Context: an optimization exercise on an open-source flow, tuned for small area and a short achievable clock period. The choices shown serve that exercise and are no tape-out recipe. The RTL was checked by simulation tests, not by an equivalence proof against the original design. No driver is modelled on the clock port, so clocking that relies on it looks cheaper here than on a real chip. Power is estimated from default activity; no workload was simulated.

==> flow/design.v <==
module sce_top (
    input  wire        clk,
    input  wire        rst,             
    input  wire        req_valid,
    output wire        req_ready,
    input  wire [2:0]  req_op,
    input  wire [31:0] req_reg,
    input  wire [31:0] req_value,
    input  wire [31:0] req_width,
    input  wire [31:0] req_height,
    input  wire [31:0] req_baud,
    input  wire [31:0] req_timeout,
    output reg         rsp_valid,
    output reg  [2:0]  rsp_status,
    output wire [7:0]  rsp_value,
    output wire [31:0] rsp_received,
    output wire [31:0] rsp_expected,
    input  wire        teardown,
    output reg         link_cmd_valid,
    output wire [2:0]  link_cmd,
    output wire [23:0] link_wdata,
    output wire [1:0]  link_wlen,
    output wire [31:0] link_rd_n,
    output reg  [31:0] link_baud,
    output reg  [31:0] link_timeout,
    input  wire        link_ans_valid,
    input  wire        link_ans_ok,
    input  wire        link_rx_valid,
    input  wire [7:0]  link_rx_data,
    output reg         pix_valid,
    output wire [23:0] pix_rgb,
    output wire        pix_eol,
    output wire        pix_eof
);
    localparam [2:0] ST_OK               = 3'd0;
    localparam [2:0] ST_CONNECTION_ERROR = 3'd1;
    localparam [2:0] ST_INVALID_ARGUMENT = 3'd2;
    localparam [2:0] ST_INCOMPLETE_FRAME = 3'd3;
    localparam [2:0] ST_IO_ERROR         = 3'd4;
    localparam [2:0] ST_RESPONSE_TIMEOUT = 3'd5;
    localparam [2:0] ST_INVALID_STATE    = 3'd6;
    localparam [2:0] ST_ABORTED          = 3'd7;
    localparam [2:0] S_OPEN_W  = 3'd0;    
    localparam [2:0] S_IDLE    = 3'd1;    
    localparam [2:0] S_FLUSH_W = 3'd2;    
    localparam [2:0] S_TX_W    = 3'd3;    
    localparam [2:0] S_READ_W  = 3'd4;    
    reg [2:0]  state;
    reg        rdy;           
    reg        sess;
    reg        td_pending;
    reg        op_w;          
    reg        op_r;          
    reg        sz320;         
    reg        sz176;         
    reg [15:0] buf16;         
    reg [17:0] rem;           
    reg        chunk_any;     
    reg [3:0]  row_k;         
    wire st_idle  = ~state[1] &  state[0];
    wire st_open  = ~state[2] & ~state[1] & ~state[0];
    wire st_read  =  state[2];
    wire td_seen  = td_pending | teardown;
    assign req_ready = rdy & ~teardown;
    wire [17:0] byte_size = sz320 ? 18'd153600 : sz176 ? 18'd50688 : 18'd38400;
    wire        z5       = ~|rem[4:0];
    wire        z6       = z5 & ~rem[5];
    wire        z7       = z6 & ~rem[6];
    wire        low_zero = sz176 ? z5 : sz320 ? z7 : z6;
    wire [3:0]  row_km1  = (row_k == 4'd0) ? (sz176 ? 4'd10 : 4'd4) : row_k - 4'd1;
    wire p176 = (req_width == 32'd176) && (req_height == 32'd144);
    wire p160 = (req_width == 32'd160) && (req_height == 32'd120);
    wire p320 = (req_width == 32'd320) && (req_height == 32'd240);
    wire preset_ok = p176 | p160 | p320;
    wire reg_ok    = ~|req_reg[31:8];
    wire value_ok  = ~|req_value[31:8];
    assign link_cmd     = state;
    assign link_wdata   = {op_w, 1'b0, op_w, 1'b0, op_w, 1'b0, op_w, 1'b0, buf16};
    assign link_wlen    = {op_w | op_r, ~op_r};
    assign link_rd_n    = {14'd0, rem};
    assign rsp_value    = buf16[15:8];
    assign rsp_expected = {14'd0, byte_size};
    assign rsp_received = {14'd0, byte_size + ~rem + 18'd1};
    assign pix_eof      = ~|rem;
    assign pix_eol      = low_zero & (row_k == 4'd0);
    function [2:0] lo5;           
        input [4:0] x;
        begin
            lo5 = (x >= 5'd31) ? 3'd7 : (x >= 5'd27) ? 3'd6 : (x >= 5'd23) ? 3'd5 :
                  (x >= 5'd18) ? 3'd4 : (x >= 5'd14) ? 3'd3 : (x >= 5'd9)  ? 3'd2 :
                  (x >= 5'd5)  ? 3'd1 : 3'd0;
        end
    endfunction
    function [1:0] lo6;           
        input [5:0] x;
        begin
            lo6 = (x >= 6'd63) ? 2'd3 : (x >= 6'd42) ? 2'd2 : (x >= 6'd21) ? 2'd1 : 2'd0;
        end
    endfunction
    assign pix_rgb = {buf16[15:11], lo5(buf16[15:11]),
                      buf16[10:5],  lo6(buf16[10:5]),
                      buf16[4:0],   lo5(buf16[4:0])};
    wire rx       = link_rx_valid & st_read;
    wire ans      = link_ans_valid;
    wire fail     = td_seen | ~link_ans_ok;        
    wire read_end = ~chunk_any | ~|rem;            
    wire arg_bad  = req_op[1] ? (~reg_ok | (~req_op[0] & ~value_ok))
                              : (~req_op[2] & ~req_op[0] & ~preset_ok);
    wire is_close = ~req_op[2] & ~req_op[1] & req_op[0];
    wire op_valid = ~req_op[2] | (~req_op[1] & ~req_op[0]);     
    wire take     = st_idle & ~td_seen & req_valid & op_valid;
    wire starts   = take & ~arg_bad & (req_op[0] | req_op[1] | req_op[2] ? sess : ~sess)
                         & ~is_close;                          
    reg  [2:0] state_n;
    reg        cmd_n, rsp_n, sess_n;
    reg  [2:0] status_n;
    always @* begin
        state_n  = state;
        cmd_n    = 1'b0;
        rsp_n    = 1'b0;
        sess_n   = sess;
        status_n = 3'bxxx;
        if (st_idle) begin
            status_n = {~is_close & ~arg_bad, ~is_close, 1'b0};
            if (td_seen) begin
                cmd_n  = sess;
                sess_n = 1'b0;
            end else if (take) begin
                if (is_close) begin
                    cmd_n  = sess;
                    sess_n = 1'b0;
                    rsp_n  = 1'b1;
                end else if (starts) begin
                    cmd_n   = 1'b1;
                    state_n = req_op[2] | req_op[1] ? S_FLUSH_W : S_OPEN_W;
                end else
                    rsp_n  = 1'b1;
            end
        end else if (st_open) begin
            status_n = {2'b00, ~link_ans_ok};
            if (ans) begin
                rsp_n   = 1'b1;
                sess_n  = link_ans_ok;
                state_n = S_IDLE;
            end
        end else begin
            if (fail)
                status_n = {1'b1, td_seen, td_seen};
            else
                status_n = {st_read & ~chunk_any & op_r, st_read & ~chunk_any & ~op_r,
                            st_read & ~chunk_any};
            if (ans) begin
                if (fail) begin
                    cmd_n   = 1'b1;
                    sess_n  = 1'b0;
                    rsp_n   = 1'b1;
                    state_n = S_IDLE;
                end else if (!state[2]) begin
                    if (!state[0]) begin
                        cmd_n   = 1'b1;             
                        state_n = S_TX_W;
                    end else if (op_w) begin
                        rsp_n   = 1'b1;             
                        state_n = S_IDLE;
                    end else begin
                        cmd_n   = 1'b1;             
                        state_n = S_READ_W;
                    end
                end else if (read_end) begin
                    rsp_n   = 1'b1;
                    state_n = S_IDLE;
                end else
                    cmd_n   = 1'b1;                 
            end
        end
    end
    wire td_n = ~st_idle & ~(ans & ~st_open) & td_seen;
    wire first_read = ans & ~fail & (state == S_TX_W);
    always @(posedge clk) begin
        link_baud    <= req_baud;
        link_timeout <= req_timeout;
        rsp_status   <= status_n;
        pix_valid    <= rx & rem[0] & ~op_r & ~rst;
        if (st_idle) begin
            op_w <= req_op[1] & ~req_op[0];
            op_r <= req_op[1] &  req_op[0];
            buf16[15:8] <= req_op[1] ? (req_op[0] ? 8'hBB : req_reg[7:0]) : 8'h00;
            buf16[7:0]  <= req_op[1] ? (req_op[0] ? req_reg[7:0] : req_value[7:0]) : 8'hCC;
            if (!sess) begin
                sz320 <= p320;
                sz176 <= p176;
            end
        end
        if (rx) begin
            chunk_any <= 1'b1;
            rem       <= rem - 18'd1;
            if (low_zero) row_k <= row_km1;
            if (rem[0]) buf16[15:8] <= link_rx_data;
            else        buf16[7:0]  <= link_rx_data;
        end
        if (ans & st_read)
            chunk_any <= 1'b0;
        if (first_read) begin
            chunk_any <= 1'b0;
            rem       <= op_r ? 18'd1 : byte_size;
            row_k     <= 4'd0;
        end
        if (rst) begin
            state          <= S_IDLE;
            rdy            <= 1'b1;
            sess           <= 1'b0;
            td_pending     <= 1'b0;
            link_cmd_valid <= 1'b0;
            rsp_valid      <= 1'b0;
        end else begin
            state          <= state_n;
            rdy            <= (state_n == S_IDLE) & ~td_n;
            sess           <= sess_n;
            td_pending     <= td_n;
            link_cmd_valid <= cmd_n;
            rsp_valid      <= rsp_n;
        end
    end
endmodule
==> flow/flow/run.sh <==
#!/bin/bash
# Own layout flow: the standard ORFS flow with
#  - synthesis exactly as standard.sh runs it, except that ABC maps the
#    combinational logic with an area-oriented script (flow/abc.script)
#    instead of ORFS's abc_speed.script; registers are untouched;
#  - port buffers and clock tree from small cells instead of the defaults
#    (delay buffers on every port, a clkbuf_16 tree with dummy loads);
#  - one tie cell for all constant outputs;
#  - timing repair aimed at a slack margin well above the 12 ns clock's needs.
set -euo pipefail
here=$(pwd)
rm -rf "$here/scripts_abc"
cp -r "$FLOW_HOME/scripts" "$here/scripts_abc"
cp "$here/flow/abc.script" "$here/scripts_abc/abc_speed.script"
bash standard.sh SCRIPTS_DIR="$here/scripts_abc" synth > flow_synth.log 2>&1
export BUFFER_PORTS_ARGS="-buffer_cell sky130_fd_sc_hd__buf_1"
export CTS_ARGS="-sink_clustering_enable -repair_clock_nets -dont_use_dummy_load -root_buf sky130_fd_sc_hd__clkbuf_8 -buf_list sky130_fd_sc_hd__clkbuf_8"
export SETUP_SLACK_MARGIN=6.9
export SKIP_REPAIR_TIE_FANOUT=1
bash standard.sh finish > flow_standard.log 2>&1
==> flow/flow/abc.script <==
strash
&get -n
&st
&syn2
&synch2
&dch
&nf -R 1000
&put
topo
==> flow/standard.sh <==
#!/bin/bash
# synth_recipe.tcl (not shown) runs the flow's synth.tcl, then flattens the netlist and writes it again
# the make line also repeats each setting of config.mk as NAME=value (left out here)
make -C /OpenROAD-flow-scripts/flow DESIGN_CONFIG=/design/flow/config.mk WORK_HOME=/design/flow/orfs CLKGATE_MAP_FILE= SYNTH_SCRIPT=/design/flow/synth_recipe.tcl "${@:-finish}"
==> flow/config.mk <==
export PLATFORM = sky130hd
export DESIGN_NAME = sce_top
export DESIGN_NICKNAME = sce_top
export VERILOG_FILES = /design/flow/design.v
export SDC_FILE = /design/flow/constraint.sdc
export NUM_CORES = 4
export LEC_CHECK = 0
export CAP_MARGIN = 20
export CORE_MARGIN = 2
export CORE_UTILIZATION = 25
export PLACE_DENSITY = 0.8
export SLEW_MARGIN = 20
==> flow/constraint.sdc <==
create_clock -name core_clock -period 12.0 [get_ports {clk}]
set_input_delay 2.4000 -clock core_clock [delete_from_list [all_inputs] [get_ports {clk}]]
set_output_delay 2.4000 -clock core_clock [all_outputs]
set_load 0.01 [all_outputs]
==> reports/summary.md, run 1 <==
The run gives 4 as the level count of the clock H-tree. Setup repair after global routing could not meet its margin everywhere. The run gives 0.41 ns as the latest clock arrival within the worst-skew pair. The number of synthesized flops with an enable pin works out to 22.

The HPWL after detailed placement is 14.7 mm. In the final timing run, aggregate negative setup slack is 0 ns. The cell type with the highest aggregate area in the netlist is sky130_fd_sc_hd__dfxtp_1. Traced cell by cell, the critical path runs through buf_6, nor3_4, nand2_2, or3_4, nor4b_4, o21a_1, nor2_2, o21ai_2, a31oi_2, clkinv_1, a21oi_1, nor2_1, xnor2_1, buf_2. The longest individual stage delay on the worst path is 0.46 ns.

The quantity of I/O buffers inserted on ports is 382. Yosys attributes the largest share of cell area to sky130_fd_sc_hd__dfxtp_1, sky130_fd_sc_hd__buf_4, sky130_fd_sc_hd__edfxtp_1. The die is 152 um tall. The logs give 46 for the count of cell types in the netlist and 6.65 ns for the post-placement worst setup slack.

The hold violation count in the final report is 0, and the area added between synthesis and finish is 34.9%. Net switching is 28.4% of the power. The worst register-to-register path has a depth of 15.

After global routing the overflow that remains totals 0. In the final design database the tool counted 1171 nets. At the end of routability-driven placement, the weighted congestion stood at 0.850. The tools report the initial core utilization as 25.2%. The count of vias placed by the detailed router is 5773. The switching power total was 0.239 mW; the worst-case headroom to the max-slew limit was 45.0%. The worst clock skew on the final layout is 0.0237 ns, and the total of warnings raised by yosys is 1. For this block, the routed nets add up to 20.1 mm of wire. The clock period minus final worst setup slack was 5.60 ns. The tools report the data required time at the worst endpoint as 9.60 ns.

The core region is 21600 um^2. Clock tree synthesis selected as its root buffer the cell sky130_fd_sc_hd__clkbuf_8. The internal portion of the total power is 0.603 mW. The violation count after the first detailed-route iteration was 416. The slowest cell on the critical path was sky130_fd_sc_hd__edfxtp_1. The average cell area after synthesis was 9.06 um^2.

The critical path crosses 14 cells after its start point. For the first-pass GRT wire length, the log shows 25.8 mm. The worst hold path cell count was 2; the fraction of power consumed by combinational cells was 16.2%.

Global routing used 15.0% of the available tracks. For the maximum frequency from static timing analysis, the log shows 179 MHz. Of all nets on the critical path, the largest fanout is 3. Max-cap violations in this run came to 0. The tightest min-delay check is of the register to register type. The tree built by TritonCTS fans out to 119 sinks. In the finished design, the share of the clock period the worst path needs comes to 46.7%. The post-route netlist has 10.3% of its cells at a drive strength greater than 1.

STA classifies the critical path startpoint as a register. TritonCTS built the clock tree. The worst endpoint data arrival time is 3.20 ns. The flow ran to the end and the layout has no timing, DRC or antenna violations. The clock network is responsible for 31.1% of the overall power. The tools report the via count of the first global-routing pass as 4827.

The deepest clock path buffer count came out at 2. In this run the cell area of the synthesized design comes to 5450 um^2. The die span in x is 152 um. Summing all multi-input logic gate instances after layout gives 2220 um^2.

At the pin with the least slew margin, the transition time is 0.825 ns. Peak supply drop: 0.0556 mV. The number of flip-flops and latches in the synthesized netlist was 119.

The tools report the top-level port count as 440. The total leakage power is 2.62 nW. The buffering stage count on the worst path with inverters included is 3, and the per-cell routed wire length is 16.3 um. When the netlist entered floorplanning its net count stood at 820. The area fraction of the dominant cell type after synthesis came out at 35.6%. STA classifies the critical path endpoint as a primary output. The most used flip-flop cell after synthesis is sky130_fd_sc_hd__dfxtp_1. The filler cell count was 2208; the clock-pin slew on the worst setup and hold paths was 0.07 ns.

In this run the remaining antenna-violating nets after routing total 0. In the final layout, flip-flops and latches occupy 2600 um^2. The number of cell rows is 54, and the total power per unit cell area is 114 nW/um^2.

The first TritonRoute pass finished after 5 iterations. The kind of cell with the highest combined delay along the critical path is simple AND/OR/NAND/NOR gates. In the post-route analysis, the smallest setup slack over all paths is 6.40 ns.

The final setup violation count is 0. In this run, CTS created clock tree buffers numbering 17. For the count of final max-slew check failures, the log shows 0. In this run, flip-flops and latches consume 52.8% of the power. The setup path with the least slack is of type register to primary output. Number of diodes added for antenna fixing: 0.

Entering global routing, the biggest net connects 58 pins. The async set-or-reset flop fraction in the synthesized netlist is 0%, and the total power is 0.841 mW. For this design, the CTS-stage hold fixing added 0 buffers. The tools report the die area as 23000 um^2. The initial antenna violation count was 0; the DRC violation count after routing was 0. Dividing the detail-routed via count by the number of cells gives 4.69. Counting every instance in the synthesized netlist gives 601.

The share of synthesized area occupied by flip-flops and latches was 47.8%.
[flip-flops by register name (all words and copies together), names as in the netlist]
signal and count:
rsp_status 3, rsp_valid 1, rdy 1, state 3
sz320 1, buf16 16, link_baud 32, row_k 4
op_w 1, td_pending 1, chunk_any 1, link_cmd_valid 1
op_r 1, link_timeout 32, sz176 1, rem 18
sess 1, pix_valid 1
[stage by stage]
stage / cells / util [%] / instance area, um^2 / hold slack [ns]
2_1_floorplan: 601 / - / 5450 / 0.481
3_3_place_gp: 1173 / 30.3 / 6560 / 0.523
3_5_place_dp: 1173 / 30.3 / 6560 / 0.533
4_1_cts: 1222 / 33.0 / 7140 / 0.540
5_1_grt: 1230 / 34.0 / 7350 / 0.590
6_report: 1230 / 34.0 / 7350 / 0.544
[final cells by class]
cell class,count,area share (%)
clock buffer,17,3.18
inverter,25,1.38
multi-input combinational,366,30.2
sequential,119,35.4
tap,280,4.77
timing repair buffer,423,25.1
[kinds of logic (layout without fill, tap and decap cells)]
logic type,count (synthesis),count (layout),synth area share (%)
and+or+nand+nor,222,222,19.7
DFF,119,119,47.8
buffers and inverters,116,465,14.3
AOI/OAI and AO/OA,113,113,12.8
xor gates and xnor gates,20,20,3.22
adders and majority gates,9,9,2.07
other,1,1,0.0688
muxes,1,1,0.184
[cells in the mapped netlist, types with 14 or more instances]
master                     instances
sky130_fd_sc_hd__a21oi_1          35
sky130_fd_sc_hd__a31oi_1          17
sky130_fd_sc_hd__buf_4            91
sky130_fd_sc_hd__clkinv_1         25
sky130_fd_sc_hd__dfxtp_1          97
sky130_fd_sc_hd__edfxtp_1         22
sky130_fd_sc_hd__nand2_1          55
sky130_fd_sc_hd__nor2_1           73
sky130_fd_sc_hd__nor3_1           21
sky130_fd_sc_hd__nor4_1           23
sky130_fd_sc_hd__o21ai_0          26
sky130_fd_sc_hd__xnor2_1          14
[per-layer routing]
metal / track usage (%) / vias up / wire length, um
met2: 24.8 / 355 / 9910
met1: 18.9 / 2675 / 7940
met5: 0 / - / 0
met4: 4.95 / 0 / 378
li1: - / 2714 / -
met3: 4.37 / 29 / 1870
[worst reg2reg max path, cell delays in order (launching register included)]
cell	delay, ns
sky130_fd_sc_hd__edfxtp_1	0.46
sky130_fd_sc_hd__clkinv_2	0.11
sky130_fd_sc_hd__ha_4	0.14
sky130_fd_sc_hd__nor3b_4	0.22
sky130_fd_sc_hd__nand2_2	0.09
sky130_fd_sc_hd__or4_4	0.46
sky130_fd_sc_hd__buf_6	0.15
sky130_fd_sc_hd__nor2_2	0.09
sky130_fd_sc_hd__nand2_2	0.11
sky130_fd_sc_hd__nor3_4	0.24
sky130_fd_sc_hd__buf_4	0.15
sky130_fd_sc_hd__nor3_1	0.06
sky130_fd_sc_hd__a211oi_1	0.26
sky130_fd_sc_hd__nor2_1	0.07
sky130_fd_sc_hd__nor3b_1	0.23
sky130_fd_sc_hd__a41o_1	0.19
[final timing paths]
path / from / to / slack, ns
setup / recovery: rem[0]$_DFFE_PP_ / rsp_received[17] / 6.40
hold / removal: chunk_any$_SDFFE_PP0P_ / chunk_any$_SDFFE_PP0P_ / 0.54
setup reg to reg: rem[0]$_DFFE_PP_ / rdy$_SDFF_PP1_ / 8.89
hold reg to reg: chunk_any$_SDFFE_PP0P_ / chunk_any$_SDFFE_PP0P_ / 0.54
[power by group through the flow]
stage               logic, mW  clock network, mW  registers, mW
floorplan              0.0817                  0          0.457
global placement        0.127                  0          0.452
detailed placement      0.129                  0          0.453
CTS                     0.132              0.271          0.444
global route            0.151              0.287          0.447
finish                  0.136              0.261          0.444
[cell usage in the layout, fill, tap and decap left out, types with 3 or more instances in the layout]
cell / instances
sky130_fd_sc_hd__buf_1: 370
sky130_fd_sc_hd__dfxtp_1: 97
sky130_fd_sc_hd__nor2_1: 67
sky130_fd_sc_hd__nand2_1: 52
sky130_fd_sc_hd__a21oi_1: 32
sky130_fd_sc_hd__o21ai_0: 25
sky130_fd_sc_hd__nor4_1: 23
sky130_fd_sc_hd__buf_4: 23
sky130_fd_sc_hd__edfxtp_1: 22
sky130_fd_sc_hd__clkinv_1: 21
sky130_fd_sc_hd__buf_6: 21
sky130_fd_sc_hd__nor3_1: 19
sky130_fd_sc_hd__clkbuf_8: 17
sky130_fd_sc_hd__a31oi_1: 16
sky130_fd_sc_hd__xnor2_1: 13
sky130_fd_sc_hd__buf_2: 9
sky130_fd_sc_hd__ha_1: 8
sky130_fd_sc_hd__nor2b_1: 7
sky130_fd_sc_hd__nand4_1: 6
sky130_fd_sc_hd__nand2b_1: 5
sky130_fd_sc_hd__nand3_1: 5
sky130_fd_sc_hd__a22oi_1: 5
sky130_fd_sc_hd__xor2_1: 5
sky130_fd_sc_hd__nor2_2: 4
sky130_fd_sc_hd__o221ai_1: 4
sky130_fd_sc_hd__o21a_1: 4
sky130_fd_sc_hd__nor3b_1: 4
sky130_fd_sc_hd__nand3b_1: 3
sky130_fd_sc_hd__nand2_2: 3
sky130_fd_sc_hd__and2_0: 3
sky130_fd_sc_hd__or4_1: 3
sky130_fd_sc_hd__nor4b_1: 3
sky130_fd_sc_hd__a21oi_2: 3
sky130_fd_sc_hd__o31ai_1: 3
sky130_fd_sc_hd__a211oi_1: 3
[repair_timing]
action / CTS / global route
endpoints found under the setup margin: 10 / 12
gates resized for setup: 30 / 43
setup buffers: 32 / 8
pin swaps: 14 / 17
==> run 2: changes to the inputs <==
--- a/flow/design.v
+++ b/flow/design.v
@@ -81,5 +81,8 @@
     assign rsp_value    = buf16[15:8];
     assign rsp_expected = {14'd0, byte_size};
-    assign rsp_received = {14'd0, byte_size + ~rem + 18'd1};
+    wire [17:0] rem_dec  = rem - 18'd1;
+    wire [8:0]  size_hi  = sz320 ? 9'd300 : sz176 ? 9'd99 : 9'd75;
+    wire [17:0] received = {size_hi + ~rem_dec[17:9], ~rem_dec[8:0]};
+    assign rsp_received = {14'd0, rem};
     assign pix_eof      = ~|rem;
     assign pix_eol      = low_zero & (row_k == 4'd0);
@@ -194,5 +197,5 @@
         if (rx) begin
             chunk_any <= 1'b1;
-            rem       <= rem - 18'd1;
+            rem       <= rem_dec;
             if (low_zero) row_k <= row_km1;
             if (rem[0]) buf16[15:8] <= link_rx_data;
@@ -201,4 +204,6 @@
         if (ans & st_read)
             chunk_any <= 1'b0;
+        if (ans & st_read & ~chunk_any)
+            rem       <= received;
         if (first_read) begin
             chunk_any <= 1'b0;
--- a/flow/flow/run.sh
+++ b/flow/flow/run.sh
@@ -5,5 +5,6 @@
 #    instead of ORFS's abc_speed.script; registers are untouched;
 #  - port buffers and clock tree from small cells instead of the defaults
-#    (delay buffers on every port, a clkbuf_16 tree with dummy loads);
+#    (delay buffers on every port, a clkbuf_16 tree with dummy loads); a
+#    clock leaf buffer with a high slew is upsized after CTS (flow/post_cts.tcl);
 #  - one tie cell for all constant outputs;
 #  - timing repair aimed at a slack margin well above the 12 ns clock's needs.
@@ -15,6 +16,7 @@
 bash standard.sh SCRIPTS_DIR="$here/scripts_abc" synth > flow_synth.log 2>&1
 export BUFFER_PORTS_ARGS="-buffer_cell sky130_fd_sc_hd__buf_1"
-export CTS_ARGS="-sink_clustering_enable -repair_clock_nets -dont_use_dummy_load -root_buf sky130_fd_sc_hd__clkbuf_8 -buf_list sky130_fd_sc_hd__clkbuf_8"
+export CTS_ARGS="-sink_clustering_enable -repair_clock_nets -dont_use_dummy_load -root_buf sky130_fd_sc_hd__clkbuf_8 -buf_list sky130_fd_sc_hd__clkbuf_4"
 export SETUP_SLACK_MARGIN=6.9
 export SKIP_REPAIR_TIE_FANOUT=1
+export POST_CTS_TCL="$here/flow/post_cts.tcl"
 bash standard.sh finish > flow_standard.log 2>&1
==> flow/flow/post_cts.tcl (new file) <==
estimate_parasitics -placement
set upsized 0
foreach inst [get_cells -filter "ref_name == sky130_fd_sc_hd__clkbuf_4"] {
  set o [get_pins -of_objects $inst -filter "direction == output"]
  set s [expr {max([get_property $o slew_max_rise], [get_property $o slew_max_fall])}]
  if {$s > 0.085} {
    replace_cell $inst sky130_fd_sc_hd__clkbuf_8
    incr upsized
  }
}
puts "post_cts: upsized $upsized clock buffers"
if {$upsized > 0} {
  detailed_placement
  estimate_parasitics -placement
}
==> reports/summary.md, run 2 <==
The quantity of I/O buffers inserted on ports was 382 (unchanged); the initial core utilization was 25.6% (was 25.2%). The largest net degree at the start of global routing was 58 (unchanged). The latest clock arrival within the worst-skew pair was 0.41 ns (about the same).

The run gives 46.2% (was 47.8%) as the share of synthesized area occupied by flip-flops and latches. The most common cell after layout, fill and taps aside is sky130_fd_sc_hd__buf_1 (unchanged). Count of cell types in the netlist: 49 (was 46). The core area was 22000 um^2 (was 21600 um^2); the final worst hold slack was 0.534 ns (was 0.544 ns). The run gives 2.32 nW (was 2.62 nW) as the total leakage power. The kind of path behind the tightest hold check was register to register (unchanged).

The type of destination of the critical path was a primary output (unchanged). Most frequent cells in the layout: sky130_fd_sc_hd__buf_1, sky130_fd_sc_hd__dfxtp_1, sky130_fd_sc_hd__nor2_1 (unchanged). The die span in x is 154 um (was 152 um), and the post-placement worst setup slack is 6.86 ns (was 6.65 ns).

Category of the worst setup path launch point: an input pin (was a register). The DRC violation count after routing is 0 (unchanged). The tools report the number of maximum-capacitance constraint violations as 0 (unchanged). The overall fraction of global-route tracks in use is 16.4% (was 15.0%), and the number of standard cells after synthesis is 618 (was 601).

The final weighted congestion in routability-driven placement is 0.911 (was 0.850). The first-pass iteration count of the detailed router is 6 (was 5). The clock-pin slew on the worst setup and hold paths works out to 0.06 ns (was 0.07 ns). Number of flip-flops and latches in the synthesized netlist: 119 (unchanged).

Critical path startpoint: teardown (was rem[0]$_DFFE_PP_). The run finished with no timing, DRC or antenna violations. The run gives 2334 (was 2208) as the filler cell count. The share of the clock period used by the worst path after layout was 42.6% (was 46.7%). The residual antenna-violating net count after detailed routing is 0 (unchanged). The data required time at the worst endpoint is 9.60 ns (about the same).

The critical setup path kind was input pin to primary output (was register to primary output). Vias per cell: 4.74 (was 4.69). The most repeated cell in the gate-level netlist after synthesis was sky130_fd_sc_hd__buf_4 (was sky130_fd_sc_hd__dfxtp_1).

Origin of the critical flop-to-flop path: rem[0]$_DFFE_PP_ (unchanged). The run gives 0 (unchanged) as the final setup violation count. TritonCTS built the clock tree. The tools report the worst setup path endpoint as req_ready (was rsp_received[17]). For the final critical-path setup slack, the log shows 6.89 ns (was 6.40 ns). The fraction of final layout cells sized beyond drive strength 1 is 3.06% (was 10.3%). The peak supply drop came out at 0.0513 mV (was 0.0556 mV). Setup repair after global routing could not meet its margin everywhere. The tools report the capture point of the worst reg-to-reg path as rem[17]$_DFFE_PP_ (was rdy$_SDFF_PP1_). The run gives 0.0209 ns (was 0.0237 ns) as the worst clock skew on the final layout.

Startpoint of the worst hold path: chunk_any$_SDFFE_PP0P_ (unchanged). The length in cells of the worst reg-to-reg path works out to 18 (was 15). The cell area after synthesis was 5630 um^2 (was 5450 um^2). The number of synthesized flops with an enable pin is 22 (unchanged). Cell types occupying the most area after synthesis: sky130_fd_sc_hd__dfxtp_1, sky130_fd_sc_hd__buf_4, sky130_fd_sc_hd__edfxtp_1 (unchanged). The number of cell rows is 54 (unchanged), and the clock period minus final worst setup slack is 5.11 ns (was 5.60 ns). The number of nets produced by synthesis came out at 837 (was 820). The tools report the initial antenna violation count as 1 (was 0). The worst endpoint data arrival time came out at 2.71 ns (was 3.20 ns). Die boundary height: 154 um (was 152 um). The run gives 16.1 mm (was 14.7 mm) as the post-detailed-placement half-perimeter wirelength.

The run gives 441 (was 416) as the violation count after the first detailed-route iteration. The aggregate global routing overflow is 0 (unchanged), and the clock sink total is 119 (unchanged). The area added between synthesis and finish is 22.0% (was 34.9%), and the hold violation count in the final report is 0 (unchanged). Per-cell routed wire length: 16.8 um (was 16.3 um). The tools report the placed cell count as 1175 (was 1173).

The count of vias placed by the detailed router was 5666 (was 5773); the area fraction of the dominant cell type after synthesis was 34.5% (was 35.6%). For the number of non-filler instances in the completed layout, the log shows 1196 (was 1230). The register-to-register path setup slack is 8.16 ns (was 8.89 ns), and the final sum of negative setup slack is 0 ns (unchanged). The async set-or-reset flop fraction in the synthesized netlist was 0% (unchanged); the routed wire length was 20.1 mm (about the same).

The count of final max-slew check failures is 0 (unchanged). Largest registers: link_baud x32, link_timeout x32, rem x18 (unchanged). Ranking of synthesized cells by instance count: sky130_fd_sc_hd__buf_4, sky130_fd_sc_hd__dfxtp_1, sky130_fd_sc_hd__nor2_1 (was sky130_fd_sc_hd__dfxtp_1, sky130_fd_sc_hd__buf_4, sky130_fd_sc_hd__nor2_1). Most used flip-flop cell after synthesis: sky130_fd_sc_hd__dfxtp_1 (unchanged). The first-pass GRT wire length was 30.4 mm (was 25.8 mm). Maximum net fanout on the critical path: 2 (was 3). The via count of the first global-routing pass is 5446 (was 4827), and the average cell area after synthesis is 9.11 um^2 (was 9.06 um^2).

The tools report the top-level port count as 440 (unchanged). The slew at the pin closest to its max-slew limit is 0.876 ns (was 0.825 ns). The die area is 23700 um^2 (was 23000 um^2).

The run gives 196 MHz (was 179 MHz) as the maximum frequency from static timing analysis. Cell type with the highest aggregate area in the netlist: sky130_fd_sc_hd__dfxtp_1 (unchanged). Total of warnings raised by yosys: 1 (unchanged). The worst-case headroom to the max-slew limit was 41.4% (was 45.0%). The number of nets in the finished design is 1135 (was 1171). The total power per unit cell area came out at 117 nW/um^2 (was 114 nW/um^2).
[run 2: changes by cell type after synthesis, sizes merged, moves of 5 or more]
cell | before | now
buf | 91 | 108
nand3 | 5 | 15
a21oi | 35 | 42
o21ai | 26 | 32
nand2 | 55 | 50
nor2 | 73 | 57
[run 2: power breakdown]
part	total [mW]	internal (mW)	switching, mW
sequential	0.445	0.425	0.0200
combinational	0.119	0.0445	0.0747
clock	0.237	0.101	0.136
[run 2: cell families (layout without fill, tap and decap cells)]
kind of cell | Yosys count | after routing | synth area share (%)
xor gates and xnor gates | 20 | 20 | 3.11
other | 1 | 3 | 0.0666
AOI/OAI and AO/OA | 126 | 126 | 13.6
DFF | 119 | 119 | 46.2
muxes | 2 | 2 | 0.356
buffers and inverters | 129 | 425 | 15.8
adders and majority gates | 10 | 10 | 2.31
and+or+nand+nor | 211 | 211 | 18.5
[run 2: through the flow]
step           power (mW)  utilization (%)  instance area, um^2
6_report            0.801             31.3                 6870
3_3_place_gp        0.569             30.2                 6630
2_1_floorplan       0.528                -                 5630
3_5_place_dp        0.572             30.2                 6630
5_1_grt             0.838             31.3                 6870
[run 2: layout make-up]
| class | instances | area [um^2] | area share [%] |
|---|---|---|---|
| Timing Repair Buffer | 387 | 1480 | 21.5 |
| Inverter | 21 | 78.8 | 1.15 |
| Sequential cell | 119 | 2600 | 37.9 |
| Clock buffer | 17 | 190 | 2.77 |
| Multi-Input combinational cell | 370 | 2160 | 31.5 |
| Tap cell | 280 | 350 | 5.10 |
| Antenna cell | 2 | 5.00 | 0.0729 |
[run 2: per-layer routing]
metal / part of all wire [%] / vias up / global-route usage [%]
li1: - / 2667 / -
met4: 2.6 / 0 / 6.85
met2: 50 / 306 / 28.1
met3: 7.9 / 34 / 3.18
met5: 0 / - / 0
met1: 40 / 2659 / 20.3
[run 2: worst min-delay path by stage]
stage                        endpoint  depth (start not counted)
6_report       chunk_any$_SDFFE_PP0P_                          2
5_1_grt        chunk_any$_SDFFE_PP0P_                          2
3_5_place_dp   chunk_any$_SDFFE_PP0P_                          2
3_3_place_gp    row_k[0]$_SDFFE_PP0P_                          1
2_1_floorplan   row_k[0]$_SDFFE_PP0P_                          1
[run 2: critical path, stage by stage]
cell	delay, ns
sky130_fd_sc_hd__buf_6	0.09
sky130_fd_sc_hd__nor2b_1	0.09
sky130_fd_sc_hd__buf_2	0.13
==> run 3: changes to the inputs <==
--- a/flow/design.v
+++ b/flow/design.v
@@ -179,5 +179,5 @@
     end
     wire td_n = ~st_idle & ~(ans & ~st_open) & td_seen;
-    wire first_read = ans & ~fail & (state == S_TX_W);
+    wire first_read = ans & ~fail & state[1] & state[0];
     always @(posedge clk) begin
         link_baud    <= req_baud;
@@ -202,10 +202,9 @@
             else        buf16[7:0]  <= link_rx_data;
         end
-        if (ans & st_read)
+        if (ans)
             chunk_any <= 1'b0;
         if (ans & st_read & ~chunk_any)
             rem       <= received;
         if (first_read) begin
-            chunk_any <= 1'b0;
             rem       <= op_r ? 18'd1 : byte_size;
             row_k     <= 4'd0;
==> flow/flow/abc.script (replaced) <==
strash
&get -n
&st
&syn4
&synch2
&dch
&nf -R 1000
&put
topo
==> reports/summary.md, run 3 <==
The flow ran to the end and the layout has no timing, DRC or antenna violations. The busiest layer in global routing is met2 (unchanged). The most common cell after layout, fill and taps aside is sky130_fd_sc_hd__buf_1 (unchanged). For the area after detailed placement, the log shows 6560 um^2 (was 6630 um^2). Number of non-filler instances in the completed layout: 1178 (was 1196). For the total leakage power, the log shows 2.23 nW (was 2.32 nW).

Cell type with the highest aggregate area in the netlist: sky130_fd_sc_hd__dfxtp_1 (unchanged). The compound-cell area share of the yosys netlist was 12.7% (was 13.6%). The run gives 16.3 mm (was 16.1 mm) as the post-detailed-placement half-perimeter wirelength.

Setup repair after global routing could not meet its margin everywhere. For the placed cell count, the log shows 1157 (was 1175). The total power was 0.781 mW (was 0.801 mW). The worst-case headroom to the max-slew limit was 46.3% (was 41.4%). The DRC violation count after routing was 0 (unchanged); the async set-or-reset flop fraction in the synthesized netlist was 0% (unchanged). The tools report the residual antenna-violating net count after detailed routing as 0 (unchanged). Cell types occupying the most area after synthesis: sky130_fd_sc_hd__dfxtp_1, sky130_fd_sc_hd__buf_4, sky130_fd_sc_hd__edfxtp_1 (unchanged).

Ranking of synthesized cells by instance count: sky130_fd_sc_hd__buf_4, sky130_fd_sc_hd__dfxtp_1, sky130_fd_sc_hd__nand2_1 (was sky130_fd_sc_hd__buf_4, sky130_fd_sc_hd__dfxtp_1, sky130_fd_sc_hd__nor2_1). The post-layout instance area was 6800 um^2 (was 6870 um^2); the count of final max-slew check failures was 0 (unchanged). The die boundary height was 153 um (was 154 um); the first-pass iteration count of the detailed router was 5 (was 6). The met3 global-route usage was 3.88% (was 3.18%). TritonCTS built the clock tree. The die area came out at 23500 um^2 (was 23700 um^2).

The clock period minus final worst setup slack was 5.11 ns (about the same); the final sum of negative setup slack was 0 ns (unchanged). For the initial antenna violation count, the log shows 3 (was 1). The worst clock skew on the final layout was 0.0260 ns (was 0.0209 ns).

The area added between synthesis and finish came out at 22.0% (about the same). The run gives 601 (was 618) as the number of standard cells after synthesis. Number of cell rows: 54 (unchanged). Total of warnings raised by yosys: 1 (unchanged).

The clock-pin slew on the worst setup and hold paths was 0.07 ns (was 0.06 ns); the hold violation count in the final report was 0 (unchanged). The main combinational cell family by area after synthesis is simple AND/OR/NAND/NOR gates (unchanged). The die span in x works out to 153 um (was 154 um). The maximum net fanout on the critical path was 2 (unchanged). The run gives 0 (unchanged) as the final setup violation count. Largest registers: link_baud x32, link_timeout x32, rem x18 (unchanged). The fraction of the mapped netlist area in simple logic gates came out at 19.0% (was 18.5%).

The per-cell routed wire length is 16.9 um (was 16.8 um). Startpoint of the worst hold path: chunk_any$_SDFFE_PP0P_ (unchanged). The violation count after the first detailed-route iteration was 358 (was 441); the cell area after synthesis was 5570 um^2 (was 5630 um^2). The count of cell types in the netlist was 46 (was 49). Most frequent cells in the layout: sky130_fd_sc_hd__buf_1, sky130_fd_sc_hd__dfxtp_1, sky130_fd_sc_hd__nand2_1 (was sky130_fd_sc_hd__buf_1, sky130_fd_sc_hd__dfxtp_1, sky130_fd_sc_hd__nor2_1). The category of the worst setup path launch point is an input pin (unchanged).

The data required time at the worst endpoint was 9.60 ns (about the same); the xor and xnor fraction of the mapped netlist area was 3.77% (was 3.11%). The number of flip-flops and latches in the synthesized netlist is 119 (unchanged), and the number of maximum-capacitance constraint violations is 0 (unchanged). The area fraction of the dominant cell type after synthesis came out at 34.9% (was 34.5%). The share of synthesized area occupied by flip-flops and latches was 46.7% (was 46.2%). The tools report the fraction of met1 tracks used by global routing as 19.3% (was 20.3%). The aggregate global routing overflow was 0 (unchanged); the average cell area after synthesis was 9.27 um^2 (was 9.11 um^2). The run gives 2.71 ns (about the same) as the worst endpoint data arrival time. The overall fraction of global-route tracks in use is 16.2% (was 16.4%). The run gives 5253 (was 5446) as the via count of the first global-routing pass. The largest net degree at the start of global routing is 58 (unchanged). The type of destination of the critical path is a primary output (unchanged). The first-pass GRT wire length was 29.3 mm (was 30.4 mm). The run gives 21800 um^2 (was 22000 um^2) as the core area.

Most repeated cell in the gate-level netlist after synthesis: sky130_fd_sc_hd__buf_4 (unchanged). The maximum frequency from static timing analysis is 196 MHz (about the same). The fraction of final layout cells sized beyond drive strength 1 was 2.90% (was 3.06%); the share of the clock period used by the worst path after layout was 42.5% (was 42.6%). The count of vias placed by the detailed router was 5547 (was 5666); the vias per cell was 4.71 (was 4.74). The run gives 0.941 (was 0.911) as the final weighted congestion in routability-driven placement. The tools report the clock sink total as 119 (unchanged). The number of synthesized flops with an enable pin works out to 22 (unchanged). The final worst hold slack was 0.511 ns (was 0.534 ns).

The slew at the pin closest to its max-slew limit was 0.803 ns (was 0.876 ns). The met2 track demand over resource in global routing was 28.8% (was 28.1%). The logs give 20.0 mm (was 20.1 mm) for the routed wire length and 0.42 ns (was 0.41 ns) for the latest clock arrival within the worst-skew pair. Top-level port count: 440 (unchanged).

The quantity of I/O buffers inserted on ports works out to 382 (unchanged). The number of nets in the finished design is 1117 (was 1135). The tools report the critical path startpoint as teardown (unchanged). The kind of path behind the tightest hold check is register to register (unchanged). The initial core utilization was 25.5% (was 25.6%).

The origin of the critical flop-to-flop path was rem[0]$_DFFE_PP_ (unchanged). The tools report the number of nets produced by synthesis as 820 (was 837). The adder-cell share of the synthesized area was 2.34% (was 2.31%). The portion of netlist area occupied by mux cells works out to 0% (was 0.356%).

The peak supply drop was 0.0528 mV (was 0.0513 mV). Critical setup path kind: input pin to primary output (unchanged). The most used flip-flop cell after synthesis was sky130_fd_sc_hd__dfxtp_1 (unchanged). Total power per unit cell area: 115 nW/um^2 (was 117 nW/um^2).
run 3: changes by cell type after synthesis, moves of 4 or more:
| cell | delta |
|---|---|
| sky130_fd_sc_hd__nand4_1 | +4 |
| sky130_fd_sc_hd__o21ai_0 | +6 |
| sky130_fd_sc_hd__a22oi_1 | +8 |
| sky130_fd_sc_hd__or3_1 | -4 |
| sky130_fd_sc_hd__a21oi_1 | -16 |
| sky130_fd_sc_hd__o22ai_1 | +8 |
| sky130_fd_sc_hd__clkinv_1 | -7 |
| sky130_fd_sc_hd__xor2_1 | +4 |
| sky130_fd_sc_hd__nor2_1 | -10 |
run 3: cells by family (layout without fill, tap and decap cells):
family	Yosys count	after routing
XOR/XNOR	24	24
AO/OA/AOI/OAI	117	117
adder cells (fa/ha/maj)	10	10
other	1	3
buffers and inverters	122	417
flip-flops	119	119
AND/OR/NAND/NOR	208	208
run 3: metal layers:
layer  routed length, um  part of all wire (%)
met5                  17                 0.085
met4                 421                   2.1
met3                1630                   8.2
met2               10200                    51
met1                7720                    39
run 3: worst paths after layout:
kind | end | slack (ns) | cells after the start
max | req_ready | 6.89 | 3
min | chunk_any$_SDFFE_PP0P_ | 0.51 | 2
max reg2reg | rem[17]$_DFFE_PP_ | 8.26 | 18
min reg2reg | chunk_any$_SDFFE_PP0P_ | 0.51 | 2
run 3: power breakdown:
part	internal, mW	switching [mW]
Sequential	0.423	0.0146
Clock	0.101	0.140
Combinational	0.0391	0.0640
run 3: final cells by class:
cell class / count / area (um^2)
fill: 2335 / 15000
sequential: 119 / 2600
multi-input combinational: 360 / 2120
timing repair buffer: 386 / 1470
tap: 280 / 350
clock buffer: 17 / 190
inverter: 14 / 52.6
antenna: 2 / 5.00
run 3: stage by stage:
stage	setup slack (ns)	util, %
floorplan	7.02	-
global placement	6.67	30.1
detailed placement	6.66	30.1
global route	6.87	31.1
finish	6.89	31.1
run 3: worst max-delay path, cell delays in order:
cell and delay (ns):
sky130_fd_sc_hd__buf_6 0.09, sky130_fd_sc_hd__nor2b_1 0.08, sky130_fd_sc_hd__buf_2 0.13
==> run 4: changes to the inputs <==
--- a/flow/design.v
+++ b/flow/design.v
@@ -78,6 +78,6 @@
     assign link_wdata   = {op_w, 1'b0, op_w, 1'b0, op_w, 1'b0, op_w, 1'b0, buf16};
     assign link_wlen    = {op_w | op_r, ~op_r};
-    assign link_rd_n    = {14'd0, rem};
-    assign rsp_value    = buf16[15:8];
+    assign link_rd_n    = {14'd0, rem[17:1], rem[0] | op_r};
+    assign rsp_value    = buf16[7:0];
     assign rsp_expected = {14'd0, byte_size};
     wire [17:0] rem_dec  = rem - 18'd1;
@@ -107,5 +107,5 @@
     wire ans      = link_ans_valid;
     wire fail     = td_seen | ~link_ans_ok;        
-    wire read_end = ~chunk_any | ~|rem;            
+    wire read_end = ~chunk_any | op_r | ~|rem;     
     wire arg_bad  = req_op[1] ? (~reg_ok | (~req_op[0] & ~value_ok))
                               : (~req_op[2] & ~req_op[0] & ~preset_ok);
@@ -204,10 +204,10 @@
         if (ans)
             chunk_any <= 1'b0;
-        if (ans & st_read & ~chunk_any)
+        if (~state[2] & state[1] & ~state[0])
+            rem       <= 18'd0;
+        if ((first_read & ~op_r) | (ans & st_read & ~chunk_any))
             rem       <= received;
-        if (first_read) begin
-            rem       <= op_r ? 18'd1 : byte_size;
+        if (first_read)
             row_k     <= 4'd0;
-        end
         if (rst) begin
             state          <= S_IDLE;
==> flow/flow/abc.script (replaced) <==
strash
&get -n
&st
&syn4
&dch
&nf -R 1000
&put
topo
==> reports/summary.md, run 4 <==
For the largest net degree at the start of global routing, the log shows 58 (unchanged). Most used flip-flop cell after synthesis: sky130_fd_sc_hd__dfxtp_1 (unchanged). The count of final max-slew check failures is 0 (unchanged). For the count of cell types in the netlist, the log shows 47 (was 46).

The run gives 585 (was 601) as the number of standard cells after synthesis. The tools report the type of destination of the critical path as a primary output (unchanged). The total power per unit cell area is 114 nW/um^2 (was 115 nW/um^2). Most common cell after layout, fill and taps aside: sky130_fd_sc_hd__buf_1 (unchanged). The slew at the pin closest to its max-slew limit is 0.810 ns (was 0.803 ns), and the share of synthesized area occupied by flip-flops and latches is 47.1% (was 46.7%). The logs give 0 ns (unchanged) for the final sum of negative setup slack and 196 MHz (about the same) for the maximum frequency from static timing analysis. Setup repair after global routing could not meet its margin everywhere. Critical setup path kind: input pin to primary output (unchanged). The worst clock skew on the final layout was 0.0250 ns (was 0.0260 ns); the die area was 23300 um^2 (was 23500 um^2).

The hold violation count in the final report is 0 (unchanged), and the number of maximum-capacitance constraint violations is 0 (unchanged). The run gives 804 (was 820) as the number of nets produced by synthesis. The worst hold path endpoint is chunk_any$_SDFFE_PP0P_ (unchanged). The most repeated cell in the gate-level netlist after synthesis is sky130_fd_sc_hd__buf_4 (unchanged).

The average cell area after synthesis is 9.44 um^2 (was 9.27 um^2). The run gives 0 (unchanged) as the aggregate global routing overflow. The logs give 21800 um^2 (about the same) for the core area and 440 (unchanged) for the top-level port count.

The die span in x is 153 um (about the same), and the number of flip-flops and latches in the synthesized netlist is 119 (unchanged). The cell area after synthesis was 5520 um^2 (was 5570 um^2); the async set-or-reset flop fraction in the synthesized netlist was 0% (unchanged). Largest registers: link_baud x32, link_timeout x32, rem x18 (unchanged). The DRC violation count after routing was 0 (unchanged); the placed cell count was 1142 (was 1157). The number of non-filler instances in the completed layout came out at 1164 (was 1178).

The run gives 2.71 ns (about the same) as the worst endpoint data arrival time. The area added between synthesis and finish is 22.9% (was 22.0%), and the register-to-register path setup slack is 8.09 ns (was 8.26 ns). Most frequent cells in the layout: sky130_fd_sc_hd__buf_1, sky130_fd_sc_hd__dfxtp_1, sky130_fd_sc_hd__nor2_1 (was sky130_fd_sc_hd__buf_1, sky130_fd_sc_hd__dfxtp_1, sky130_fd_sc_hd__nand2_1). The vias per cell was 4.59 (was 4.71); the worst hold path cell count was 2 (unchanged).

The die boundary height is 153 um (about the same). Cell types occupying the most area after synthesis: sky130_fd_sc_hd__dfxtp_1, sky130_fd_sc_hd__buf_4, sky130_fd_sc_hd__edfxtp_1 (unchanged). The run gives 5348 (was 5547) as the count of vias placed by the detailed router.

The tools report the peak supply drop as 0.0719 mV (was 0.0528 mV). Startpoint of the worst hold path: chunk_any$_SDFFE_PP0P_ (unchanged). The per-cell routed wire length was 16.1 um (was 16.9 um); the worst-case headroom to the max-slew limit was 45.8% (was 46.3%).

The number of nets in the finished design came out at 1104 (was 1117). For the total leakage power, the log shows 2.33 nW (was 2.23 nW). The run gives 0 (unchanged) as the final setup violation count.

The tools report the data required time at the worst endpoint as 9.60 ns (about the same). The length in cells of the worst reg-to-reg path was 17 (was 18). The post-detailed-placement half-perimeter wirelength is 15.0 mm (was 16.3 mm), and the violation count after the first detailed-route iteration is 267 (was 358). The routed wire length was 18.7 mm (was 20.0 mm).

The first-pass GRT wire length was 28.0 mm (was 29.3 mm). For the first-pass iteration count of the detailed router, the log shows 5 (unchanged). The via count of the first global-routing pass was 5041 (was 5253). Capture point of the worst reg-to-reg path: rem[16]$_DFFE_PP_ (was rem[17]$_DFFE_PP_).

For the number of cell rows, the log shows 54 (unchanged). Origin of the critical flop-to-flop path: rem[0]$_DFFE_PP_ (unchanged). The share of the core filled with cells was 31.2% (was 31.1%). Latest clock arrival within the worst-skew pair: 0.42 ns (about the same). For the filler cell count, the log shows 2300 (was 2335). The tools report the clock sink total as 119 (unchanged). Quantity of I/O buffers inserted on ports: 382 (unchanged).

The clock period minus final worst setup slack was 5.11 ns (about the same); the initial core utilization was 25.4% (was 25.5%). The logs give 0 (unchanged) for the residual antenna-violating net count after detailed routing and 2 (was 3) for the initial antenna violation count. Maximum net fanout on the critical path: 2 (unchanged).

The total of warnings raised by yosys is 1 (unchanged), and the number of synthesized flops with an enable pin is 22 (unchanged). The flow ran to the end and the layout has no timing, DRC or antenna violations. The overall fraction of global-route tracks in use is 15.3% (was 16.2%). The share of the clock period used by the worst path after layout is 42.6% (was 42.5%).

The cell type with the highest aggregate area in the netlist is sky130_fd_sc_hd__dfxtp_1 (unchanged). The final weighted congestion in routability-driven placement came out at 0.936 (was 0.941). The kind of path behind the tightest hold check was register to register (unchanged). TritonCTS built the clock tree.

Area fraction of the dominant cell type after synthesis: 35.2% (was 34.9%). Ranking of synthesized cells by instance count: sky130_fd_sc_hd__buf_4, sky130_fd_sc_hd__dfxtp_1, sky130_fd_sc_hd__nor2_1 (was sky130_fd_sc_hd__buf_4, sky130_fd_sc_hd__dfxtp_1, sky130_fd_sc_hd__nand2_1). The category of the worst setup path launch point is an input pin (unchanged). Fraction of final layout cells sized beyond drive strength 1: 3.51% (was 2.90%). The clock-pin slew on the worst setup and hold paths is 0.07 ns (about the same).
==> run 4: cell types whose count changed after synthesis, moves of 3 or more <==
cell / previous run / this run
sky130_fd_sc_hd__nand2_1: 52 / 34
sky130_fd_sc_hd__and4_1: 5 / 1
sky130_fd_sc_hd__nor3b_1: 6 / 2
sky130_fd_sc_hd__mux2i_1: 0 / 11
sky130_fd_sc_hd__o221ai_1: 4 / 0
sky130_fd_sc_hd__nor3_1: 16 / 23
sky130_fd_sc_hd__o21a_1: 4 / 1
sky130_fd_sc_hd__a31oi_1: 12 / 4
sky130_fd_sc_hd__o31ai_1: 1 / 6
sky130_fd_sc_hd__nor4b_1: 4 / 1
sky130_fd_sc_hd__o22ai_1: 8 / 17
sky130_fd_sc_hd__o21ai_0: 38 / 22
sky130_fd_sc_hd__nor2_1: 47 / 56
sky130_fd_sc_hd__xnor2_1: 16 / 11
==> run 4: how the worst max path moves through the flow <==
stage,slack (ns),from,end,cells past startpoint
6_report,6.89,teardown,req_ready,3
5_1_grt,6.82,rem[0]$_DFFE_PP_,pix_eof,8
3_5_place_dp,6.71,req_width[9],rdy$_SDFF_PP1_,14
3_3_place_gp,6.78,rem[0]$_DFFE_PP_,pix_eof,8
2_1_floorplan,7.02,teardown,req_ready,1
==> run 4: worst max-delay path, cell delays in order <==
cell and delay [ns]:
sky130_fd_sc_hd__buf_8 0.09, sky130_fd_sc_hd__nor2b_1 0.09, sky130_fd_sc_hd__buf_2 0.13
==> run 4: layout make-up <==
cell class / count / area [um^2] / share of cell area, %
repair buffers: 388 / 1490 / 22.0
inverters: 15 / 57.6 / 0.848
flip-flops and latches: 119 / 2600 / 38.3
diodes: 1 / 2.50 / 0.0369
well taps: 280 / 350 / 5.16
clock buffers: 17 / 196 / 2.89
multi-input cells: 344 / 2090 / 30.8
==> run 4: layer usage <==
metal | vias up | global-route usage (%) | part of all wire [%]
met1 | 2467 | 17.5 | 40
li1 | 2572 | - | -
met3 | 18 | 4.27 | 7.1
met4 | 0 | 4.54 | 1.5
met5 | - | 0 | 0
met2 | 291 | 27.9 | 52
==> run 4: cell families after synthesis <==
logic type | Yosys count | synth area share [%]
muxes | 11 | 1.99
buffers and inverters | 122 | 15.6
adders and majority gates | 9 | 2.17
DFF | 119 | 47.1
xor gates and xnor gates | 21 | 3.33
and+or+nand+nor | 198 | 18.0
AOI/OAI and AO/OA | 104 | 11.7
other | 1 | 0.0679
==> run 4: power breakdown <==
part	switching [mW]	total, mW	leakage (nW)	internal [mW]
Clock	0.140	0.244	0.107	0.104
Combinational	0.0595	0.0970	1.20	0.0375
Sequential	0.0128	0.435	1.02	0.422
==> run 4: per-stage QoR <==
step / setup WS (ns) / hold slack [ns] / area (um^2) / total power [mW]
floorplan: 7.02 / 0.451 / 5520 / 0.506
global route: 6.82 / 0.569 / 6790 / 0.813
global placement: 6.78 / 0.502 / 6520 / 0.537
detailed placement: 6.71 / 0.500 / 6520 / 0.540
finish: 6.89 / 0.516 / 6790 / 0.776
==> run 5: changes to the inputs <==
==> flow/flow/abc.script (replaced) <==
strash
&get -n
&st
&deepsyn -T 300
&dch
&nf -R 1000
&put
topo
--- a/flow/flow/post_cts.tcl
+++ b/flow/flow/post_cts.tcl
@@ -4,5 +4,5 @@
   set o [get_pins -of_objects $inst -filter "direction == output"]
   set s [expr {max([get_property $o slew_max_rise], [get_property $o slew_max_fall])}]
-  if {$s > 0.085} {
+  if {$s > 0.100} {
     replace_cell $inst sky130_fd_sc_hd__clkbuf_8
     incr upsized
==> reports/summary.md, run 5 <==
The run finished with no timing, DRC or antenna violations. The quantity of I/O buffers inserted on ports was 382 (unchanged). The share of the clock period used by the worst path after layout is 46.4% (was 42.6%), and the final setup violation count is 0 (unchanged).

The number of nets produced by synthesis is 796 (was 804). Setup repair after global routing could not meet its margin everywhere. The tools report the overall fraction of global-route tracks in use as 15.1% (was 15.3%).

The run gives 45 (was 47) as the count of cell types in the netlist. The final critical-path setup slack was 6.43 ns (was 6.89 ns); the length in cells of the worst reg-to-reg path was 17 (unchanged). The run gives 43.7% (was 45.8%) as the worst-case headroom to the max-slew limit. The tools report the number of diodes added for antenna fixing as 0 (was 1).

The initial antenna violation count came out at 0 (was 2). Kind of path behind the tightest hold check: register to register (unchanged). The tools report the DRC violation count after routing as 0 (unchanged). Most frequent cells in the layout: sky130_fd_sc_hd__buf_1, sky130_fd_sc_hd__dfxtp_1, sky130_fd_sc_hd__nand2_1 (was sky130_fd_sc_hd__buf_1, sky130_fd_sc_hd__dfxtp_1, sky130_fd_sc_hd__nor2_1).

Number of maximum-capacitance constraint violations: 0 (unchanged). The startpoint of the worst hold path is row_k[3]$_SDFFE_PP0P_ (was chunk_any$_SDFFE_PP0P_). The first-pass GRT wire length is 25.7 mm (was 28.0 mm). The clock period minus final worst setup slack is 5.57 ns (was 5.11 ns), and the clock-pin slew on the worst setup and hold paths is 0.08 ns (was 0.07 ns). TritonCTS built the clock tree. The initial core utilization is 25.2% (was 25.4%). The per-cell routed wire length works out to 16.4 um (was 16.1 um).

The fraction of final layout cells sized beyond drive strength 1 works out to 3.55% (was 3.51%). The maximum frequency from static timing analysis was 180 MHz (was 196 MHz). The async set-or-reset flop fraction in the synthesized netlist is 0% (unchanged), and the post-detailed-placement half-perimeter wirelength is 15.3 mm (was 15.0 mm).

Compound-cell area share of the yosys netlist: 12.2% (was 11.7%). The worst hold path cell count is 1 (was 2). The top-level port count came out at 440 (unchanged). The tools report the origin of the critical flop-to-flop path as rem[0]$_DFFE_PP_ (unchanged). For the total power, the log shows 0.758 mW (was 0.776 mW). The final worst hold slack is 0.462 ns (was 0.516 ns), and the die span in x is 152 um (was 153 um). Largest registers: link_baud x32, link_timeout x32, rem x18 (unchanged). The final sum of negative setup slack is 0 ns (unchanged).

The critical path startpoint is rem[0]$_DFFE_PP_ (was teardown). Area fraction of the dominant cell type after synthesis: 35.6% (was 35.2%). The tools report the number of cell rows as 54 (unchanged). The run gives 1 (unchanged) as the total of warnings raised by yosys.

The slew at the pin closest to its max-slew limit is 0.842 ns (was 0.810 ns), and the total leakage power is 2.29 nW (was 2.33 nW). The number of flip-flops and latches in the synthesized netlist was 119 (unchanged). For the routed wire length, the log shows 18.9 mm (was 18.7 mm). Number of standard cells after synthesis: 577 (was 585).

For the share of the core filled with cells, the log shows 31.0% (was 31.2%). The run gives 5 (unchanged) as the first-pass iteration count of the detailed router. The type of destination of the critical path is a primary output (unchanged). The residual antenna-violating net count after detailed routing was 0 (unchanged).

The worst endpoint data arrival time came out at 3.17 ns (was 2.71 ns). Die area: 23000 um^2 (was 23300 um^2). The core area was 21600 um^2 (was 21800 um^2).

The run gives 9.60 ns (about the same) as the data required time at the worst endpoint. Category of the worst setup path launch point: a register (was an input pin). The logs give 0 (unchanged) for the hold violation count in the final report and 0.914 (was 0.936) for the final weighted congestion in routability-driven placement. The area added between synthesis and finish came out at 23.0% (was 22.9%). The most repeated cell in the gate-level netlist after synthesis is sky130_fd_sc_hd__buf_4 (unchanged). Cell types occupying the most area after synthesis: sky130_fd_sc_hd__dfxtp_1, sky130_fd_sc_hd__buf_4, sky130_fd_sc_hd__edfxtp_1 (unchanged). The placed cell count is 1134 (was 1142). The number of synthesized flops with an enable pin was 22 (unchanged). The tools report the share of synthesized area occupied by flip-flops and latches as 47.7% (was 47.1%).

Vias per cell: 4.62 (was 4.59). The area after detailed placement is 6470 um^2 (was 6520 um^2), and the number of non-filler instances in the completed layout is 1154 (was 1164). The main combinational cell family by area after synthesis was simple AND/OR/NAND/NOR gates (unchanged). Most used flip-flop cell after synthesis: sky130_fd_sc_hd__dfxtp_1 (unchanged). The tools report the largest net degree at the start of global routing as 58 (unchanged). The aggregate global routing overflow is 0 (unchanged). The maximum net fanout on the critical path was 4 (was 2).

Ranking of synthesized cells by instance count: sky130_fd_sc_hd__buf_4, sky130_fd_sc_hd__dfxtp_1, sky130_fd_sc_hd__nand2_1 (was sky130_fd_sc_hd__buf_4, sky130_fd_sc_hd__dfxtp_1, sky130_fd_sc_hd__nor2_1). The critical setup path kind is register to primary output (was input pin to primary output). The post-placement worst setup slack came out at 6.47 ns (was 6.71 ns).

The post-layout instance area is 6710 um^2 (was 6790 um^2). The run gives 5450 um^2 (was 5520 um^2) as the cell area after synthesis. The die boundary height was 152 um (was 153 um). Fraction of the mapped netlist area in simple logic gates: 18.9% (was 18.0%). The violation count after the first detailed-route iteration is 234 (was 267). Most common cell after layout, fill and taps aside: sky130_fd_sc_hd__buf_1 (unchanged). The adder-cell share of the synthesized area is 2.20% (was 2.17%).

The average cell area after synthesis was 9.45 um^2 (was 9.44 um^2); the xor and xnor fraction of the mapped netlist area was 2.73% (was 3.33%). The logs give 1095 (was 1104) for the number of nets in the finished design and 5330 (was 5348) for the count of vias placed by the detailed router. The logs give 4764 (was 5041) for the via count of the first global-routing pass and 0.0534 mV (was 0.0719 mV) for the peak supply drop. The count of final max-slew check failures came out at 0 (unchanged). The cell type with the highest aggregate area in the netlist is sky130_fd_sc_hd__dfxtp_1 (unchanged). The total power per unit cell area is 113 nW/um^2 (was 114 nW/um^2), and the latest clock arrival within the worst-skew pair is 0.40 ns (was 0.42 ns).

The portion of netlist area occupied by mux cells was 0.551% (was 1.99%). The worst clock skew on the final layout came out at 0.0292 ns (was 0.0250 ns). Clock sink total: 119 (unchanged).
## run 5: cell count changes after synthesis, moves of 5 or more
cell                       previous run  this run
sky130_fd_sc_hd__a21oi_1             25        14
sky130_fd_sc_hd__mux2i_1             11         3
sky130_fd_sc_hd__nand2_1             34        55
sky130_fd_sc_hd__nor2_1              56        37
sky130_fd_sc_hd__nor3_1              23        11
sky130_fd_sc_hd__nor4_1              26        31
sky130_fd_sc_hd__o21ai_0             22        39
sky130_fd_sc_hd__o21bai_1             1         7
sky130_fd_sc_hd__o22ai_1             17        12
sky130_fd_sc_hd__xor2_1              10         4
## run 5: cell type report
cell class,count,area (um^2)
fill,2251,14900
sequential,119,2600
multi-input combinational,338,2050
timing repair buffer,387,1490
tap,280,350
clock buffer,17,165
inverter,13,48.8
## run 5: critical path: stages (launching register included)
cell and delay (ns):
sky130_fd_sc_hd__edfxtp_1 0.42, sky130_fd_sc_hd__clkinv_1 0.12, sky130_fd_sc_hd__ha_1 0.20, sky130_fd_sc_hd__nand2b_1 0.08
sky130_fd_sc_hd__or3_4 0.37, sky130_fd_sc_hd__nor4_4 0.20, sky130_fd_sc_hd__nand2b_1 0.11, sky130_fd_sc_hd__or3_4 0.36
sky130_fd_sc_hd__nor4_4 0.18, sky130_fd_sc_hd__or3b_4 0.44, sky130_fd_sc_hd__nor3_4 0.17, sky130_fd_sc_hd__buf_6 0.14
## run 5: logic make-up after synthesis
family          Yosys count
simple gates            202
other cells               1
buf+inv                 120
flops                   119
compound gates          106
fa+ha+maj                 9
xor+xnor                 17
mux                       3
## run 5: power breakdown
group | internal [mW] | total (mW) | switching, mW
clock network | 0.0871 | 0.222 | 0.135
logic | 0.0374 | 0.0987 | 0.0613
registers | 0.423 | 0.437 | 0.0144
total | 0.547 | 0.758 | 0.211
## run 5: path summary, 6_finish.rpt
kind / slack, ns / endpoint
worst max-delay path: 6.43 / pix_eof
worst min-delay path: 0.46 / row_k[3]$_SDFFE_PP0P_
worst max register to register: 7.76 / rem[17]$_DFFE_PP_
worst min register to register: 0.46 / row_k[3]$_SDFFE_PP0P_
## run 5: per-layer routing
metal | global-route usage, % | vias up | wire, um
li1 | - | 2546 | -
met1 | 18.3 | 2460 | 7530
met3 | 4.52 | 12 | 1640
met4 | 4.68 | 0 | 213
met2 | 25.6 | 312 | 9490
met5 | 0 | - | 0
==> run 6: changes to the inputs <==
==> flow/flow/abc.script (replaced) <==
strash
&get -n
&st
&syn4
&dch
&nf -R 1000
&put
topo
==> reports/summary.md, run 6 <==
The worst clock skew on the final layout came out at 0.0263 ns (was 0.0292 ns). The aggregate global routing overflow came out at 0 (unchanged). Largest registers: link_baud x32, link_timeout x32, rem x18 (unchanged). The top-level port count was 440 (unchanged). For the total leakage power, the log shows 2.32 nW (was 2.29 nW). For the residual antenna-violating net count after detailed routing, the log shows 0 (unchanged). The tools report the final setup violation count as 0 (unchanged). For the DRC violation count after routing, the log shows 0 (unchanged). The initial core utilization is 25.4% (was 25.2%). Overall fraction of global-route tracks in use: 15.3% (was 15.1%).

The critical setup path kind is input pin to primary output (was register to primary output). The count of final max-slew check failures is 0 (unchanged). The category of the worst setup path launch point was an input pin (was a register). The first-pass GRT wire length was 27.9 mm (was 25.7 mm). The first-pass iteration count of the detailed router is 5 (unchanged), and the via count of the first global-routing pass is 5033 (was 4764). The final sum of negative setup slack was 0 ns (unchanged). The area after detailed placement is 6520 um^2 (was 6470 um^2). The average cell area after synthesis was 9.44 um^2 (was 9.45 um^2); the cell area after synthesis was 5520 um^2 (was 5450 um^2). The clock period minus final worst setup slack came out at 5.12 ns (was 5.57 ns).

The tools report the die area as 23300 um^2 (was 23000 um^2). The most common cell after layout, fill and taps aside was sky130_fd_sc_hd__buf_1 (unchanged). The maximum net fanout on the critical path was 2 (was 4); the latest clock arrival within the worst-skew pair was 0.40 ns (about the same). Ranking of synthesized cells by instance count: sky130_fd_sc_hd__buf_4, sky130_fd_sc_hd__dfxtp_1, sky130_fd_sc_hd__nor2_1 (was sky130_fd_sc_hd__buf_4, sky130_fd_sc_hd__dfxtp_1, sky130_fd_sc_hd__nand2_1). The clock sink total is 119 (unchanged).

Slowest cell on the critical path: sky130_fd_sc_hd__buf_2 (was sky130_fd_sc_hd__or3b_4). The slew at the pin closest to its max-slew limit came out at 0.820 ns (was 0.842 ns). The xor and xnor fraction of the mapped netlist area was 3.33% (was 2.73%). The number of synthesized flops with an enable pin was 22 (unchanged); the vias per cell was 4.58 (was 4.62). For the routed wire length, the log shows 18.7 mm (was 18.9 mm).

TritonCTS built the clock tree. The flow ran to the end and the layout has no timing, DRC or antenna violations. Kind of path behind the tightest hold check: register to register (unchanged).

The run gives 2.72 ns (was 3.17 ns) as the worst endpoint data arrival time. The type of destination of the critical path was a primary output (unchanged). The clock-pin slew on the worst setup and hold paths was 0.07 ns (was 0.08 ns); the largest net degree at the start of global routing was 58 (unchanged). The area occupied by multi-input gates was 2090 um^2 (was 2050 um^2); the total power per unit cell area was 111 nW/um^2 (was 113 nW/um^2). The compound-cell area share of the yosys netlist was 11.7% (was 12.2%). The die boundary height is 153 um (was 152 um). The count of vias placed by the detailed router was 5336 (was 5330). The per-cell routed wire length was 16.0 um (was 16.4 um); the portion of netlist area occupied by mux cells was 1.99% (was 0.551%). The die span in x is 153 um (was 152 um), and the number of nets produced by synthesis is 804 (was 796).
## run 6: cell types whose count changed after synthesis, sizes merged, moves of 5 or more
cell	delta
mux2i	+8
a21oi	+11
xor2	+6
o21bai	-6
nor2	+19
o21ai	-17
nor4	-5
nand2	-21
o22ai	+5
nor3	+12
## run 6: logic make-up after synthesis
logic type | after synthesis
AND/OR/NAND/NOR | 198
buffers and inverters | 122
flip-flops | 119
AO/OA/AOI/OAI | 104
XOR/XNOR | 21
multiplexers | 11
adder cells (fa/ha/maj) | 9
other | 1
## run 6: per-stage QoR
stage | worst slack, ns | instances
after floorplan | 7.02 | 585
after global placement | 6.78 | 1142
after detailed placement | 6.71 | 1142
after global routing | 6.84 | 1164
final | 6.88 | 1164
## run 6: power groups by stage
stage | sequential (mW) | combinational (mW) | clock [mW]
after floorplan | 0.448 | 0.0574 | 0
after global placement | 0.443 | 0.0940 | 0
after detailed placement | 0.444 | 0.0959 | 0
after global routing | 0.437 | 0.107 | 0.243
final | 0.435 | 0.0970 | 0.220
## run 6: area by class of cell
type	instances	share of cell area [%]
multi-input combinational	344	30.9
timing repair buffer	388	22.1
antenna	1	0.0371
clock buffer	17	2.35
inverter	15	0.852
sequential	119	38.5
tap	280	5.19
## run 6: worst register-to-register path: cells and delay by family, from the launching register on
family | cells | cell delay (ns)
flip-flops | 1 | 0.43
AND/OR/NAND/NOR | 5 | 1.04
buffers and inverters | 2 | 0.22
AO/OA/AOI/OAI | 6 | 1.04
XOR/XNOR | 2 | 0.40
adder cells (fa/ha/maj) | 2 | 0.51
## run 6: final timing paths
kind                                              from                     end  slack [ns]  cells after the start
worst max register to register        rem[0]$_DFFE_PP_       rem[16]$_DFFE_PP_        8.13                     17
worst min-delay path            chunk_any$_SDFFE_PP0P_  chunk_any$_SDFFE_PP0P_        0.52                      2
worst min register to register  chunk_any$_SDFFE_PP0P_  chunk_any$_SDFFE_PP0P_        0.52                      2
worst max-delay path                          teardown               req_ready        6.88                      3
## run 6: metal layers
layer,GRT usage (%),up-vias,wire length (um)
met5,0,-,0
met4,4.41,0,260
met3,4.18,20,1340
met2,27.8,284,9650
met1,17.5,2460,7410
li1,-,2572,-

==> static timing again, ports no longer ideal <==
Ports are ideal in the flow. The routed layouts listed here were re-timed in OpenROAD.
Step 1 assumes that a clkbuf_16 drives the clock port and a buf_2 every other input.
Step 2 also shifts input and output timing later by t, the mid clock arrival at the registers, as if the neighbouring blocks saw the same clock.
a / b / c = ideal ports / drivers / drivers and shift; a / b = the first two.
run | t (ns) | setup WS [ns] | hold slack, ns | pins driven straight from the clock port
run 1 | 0.451 | 6.401 / 6.362 / 6.812 | 0.544 / 0.544 / 0.544 | 1
run 2 | 0.432 | 6.894 / 6.853 / 6.853 | 0.534 / 0.534 / 0.534 | 1
run 3 | 0.443 | 6.894 / 6.861 / 6.861 | 0.511 / 0.511 / 0.511 | 1
run 4 | 0.440 | 6.886 / 6.843 / 6.841 | 0.516 / 0.516 / 0.516 | 1
run 5 | 0.432 | 6.434 / 6.392 / 6.824 | 0.462 / 0.462 / 0.462 | 1
run 6 | 0.425 | 6.885 / 6.842 / 6.842 | 0.516 / 0.516 / 0.516 | 1
After both steps setup and hold are still met in every run listed. For run 4, which loses most, drivers alone change the setup slack by -0.043 ns; drivers and shift together by -0.045 ns.
